Context: an optimization exercise on an open-source flow, tuned for small area. The choices shown serve that exercise and are no tape-out recipe.
Only simulation tests tie the RTL to the original design; equivalence was not proved.
No activity file was given, so power comes from the tool's default toggle rates.

// bitbang_core
module bitbang_core (
    input  wire        clk,
    input  wire        rst,           
    input  wire [10:0] host_addr,     
    input  wire        host_we,
    input  wire [31:0] host_wdata,
    input  wire        host_re,
    output reg  [31:0] host_rdata,    
    output wire        busy,
    output wire        ev_valid,
    output wire [1:0]  ev_kind,       
    output wire [2:0]  ev_role,
    output wire        ev_level,
    output wire [31:0] ev_dur,
    input  wire        ev_ack,
    input  wire        ev_fault,
    input  wire [7:0]  ev_info,
    input  wire        ev_rlevel
);
    localparam [29:0] TICKS = 30'd1000000000;
    localparam [3:0] OP_XLATE = 4'h1, OP_SPI_INIT = 4'h2, OP_SPI_FREE = 4'h3,
                     OP_SPI_XFER = 4'h4, OP_I2C_INIT = 4'h5, OP_I2C_FREE = 4'h6,
                     OP_I2C_WRITE = 4'h7, OP_I2C_READ = 4'h8, OP_I2C_WRRD = 4'h9,
                     OP_SER_INIT = 4'hA, OP_SER_FREE = 4'hB, OP_SER_WRITE = 4'hC,
                     OP_SER_READ = 4'hD;
    localparam [2:0] R_SCK = 3'd0, R_MOSI = 3'd1, R_MISO = 3'd2, R_SCL = 3'd3,
                     R_SDA = 3'd4, R_TX = 3'd5, R_RX = 3'd6;
    localparam [1:0] K_WRITE = 2'd0, K_READ = 2'd1, K_DELAY = 2'd2;
    localparam [2:0] E_OK = 3'd0, E_PIN = 3'd1, E_NACK = 3'd2, E_PARITY = 3'd3,
                     E_FRAME = 3'd4, E_CONFIG = 3'd5, E_ILLEGAL = 3'd6;
    localparam [2:0] PH_START1 = 3'd0, PH_START2 = 3'd1, PH_ADDR1 = 3'd2,
                     PH_ADDR2 = 3'd3, PH_WDATA = 3'd4, PH_RDATA = 3'd5,
                     PH_STOP = 3'd6, PH_FSTOP = 3'd7;
    reg        st_busy, st_done;
    reg [2:0]  st_err;
    reg        spi_valid, i2c_valid, ser_valid;
    reg [11:0] pinerr;               
    reg        po_sck, po_mosi, po_scl, po_sda, po_tx;
    reg [31:0] xl_rate;
    reg [29:0] xl_delay;
    reg [2:0]  spi_cfg;              
    reg [31:0] spi_rate;
    reg [28:0] spi_delay;
    reg [31:0] i2c_rate;
    reg [28:0] i2c_delay;
    reg [5:0]  ser_cfg;              
    reg [31:0] ser_rate;
    reg [29:0] ser_tbit;
    reg [7:0]  ser_rxdata;
    reg        dvp;                  
    reg [3:0]  op;
    reg [6:0]  addr7;                
    reg [7:0]  cnta, cntb;           
    reg [7:0]  bidx;                 
  ...
clock: 10.0 ns
lec_check: 0
cap_margin: 20
core_margin: 2
core_utilization: 70
place_density: 0.8
slew_margin: 20
synth_hierarchical: 1
standard.sh (not shown) runs the stock make flow with config.mk's settings and CLKGATE_MAP_FILE= SYNTH_SCRIPT=/design/flow/synth_recipe.tcl, a recipe that flattens the netlist after the stock synthesis.
==> flow/flow/run.sh <==
#!/bin/bash
# The standard layout (the standard.sh, unchanged synthesis), with two
# options passed to ORFS through its environment:
# - clock tree: clkbuf_16 sink clusters of at most 35 flip-flops within 55 um,
#   without the dummy loads CTS adds to balance the tree;
# - port buffers: sky130_fd_sc_hd__buf_1.
set -euo pipefail
export CTS_ARGS="-sink_clustering_enable -repair_clock_nets -sink_clustering_size 50 -sink_clustering_max_diameter 55 -buf_list sky130_fd_sc_hd__clkbuf_16 -dont_use_dummy_load"
export BUFFER_PORTS_ARGS="-buffer_cell sky130_fd_sc_hd__buf_1"
bash standard.sh > flow.log 2>&1
The first run passed the timing, design-rule and antenna checks.
Edit:
--- a/flow/flow/run.sh
+++ b/flow/flow/run.sh
@@ -6,5 +6,5 @@
 # - port buffers: sky130_fd_sc_hd__buf_1.
 set -euo pipefail
-export CTS_ARGS="-sink_clustering_enable -repair_clock_nets -sink_clustering_size 50 -sink_clustering_max_diameter 55 -buf_list sky130_fd_sc_hd__clkbuf_16 -dont_use_dummy_load"
+export CTS_ARGS="-sink_clustering_enable -repair_clock_nets -sink_clustering_size 35 -sink_clustering_max_diameter 55 -buf_list sky130_fd_sc_hd__clkbuf_16 -dont_use_dummy_load"
 export BUFFER_PORTS_ARGS="-buffer_cell sky130_fd_sc_hd__buf_1"
 bash standard.sh > flow.log 2>&1
- CORE_UTILIZATION: 70 -> 65
- PLACE_DENSITY: 0.8 -> 0.75
What happened: Design area goes up by 0.47%. Power goes up by 0.55%. Worst hold slack is worse by 0.024 ns. Non-clock buffer count goes up by 15. Combinational power hardly moves. Routed wire length barely changes. Utilization goes down by 5.0 points. Worst setup slack is worse by 0.033 ns. Final cell count goes up by 2.1%.

-- separate check: timing with driven ports --
No port has a modelled driver above. Below, the same layouts with a new extraction and two added sets of constraints. Step 1 sets driving cells, clkbuf_16 on the clock port and buf_2 on the other inputs (assumed; they add their load-dependent delay and slew). Step 2 moves the port delays by t, midway between the first and last clock arrival at a register: inputs arrive t later, outputs are due t later. That takes back most of the time a late clock gives input paths. Three values: ideal ports, drivers, drivers and shift; two values: the first two.
run	t, ns	setup WS [ns]	worst setup path after step 2	clock arrival spread, ns	pins driven straight from the clock port
the first run	0.853	0.941 / 0.941 / 0.941	register to register	0.081 / 0.081	1
the second run	0.863	0.907 / 0.907 / 0.907	register to register	0.089 / 0.089	1
After both steps every run listed still meets setup and hold.
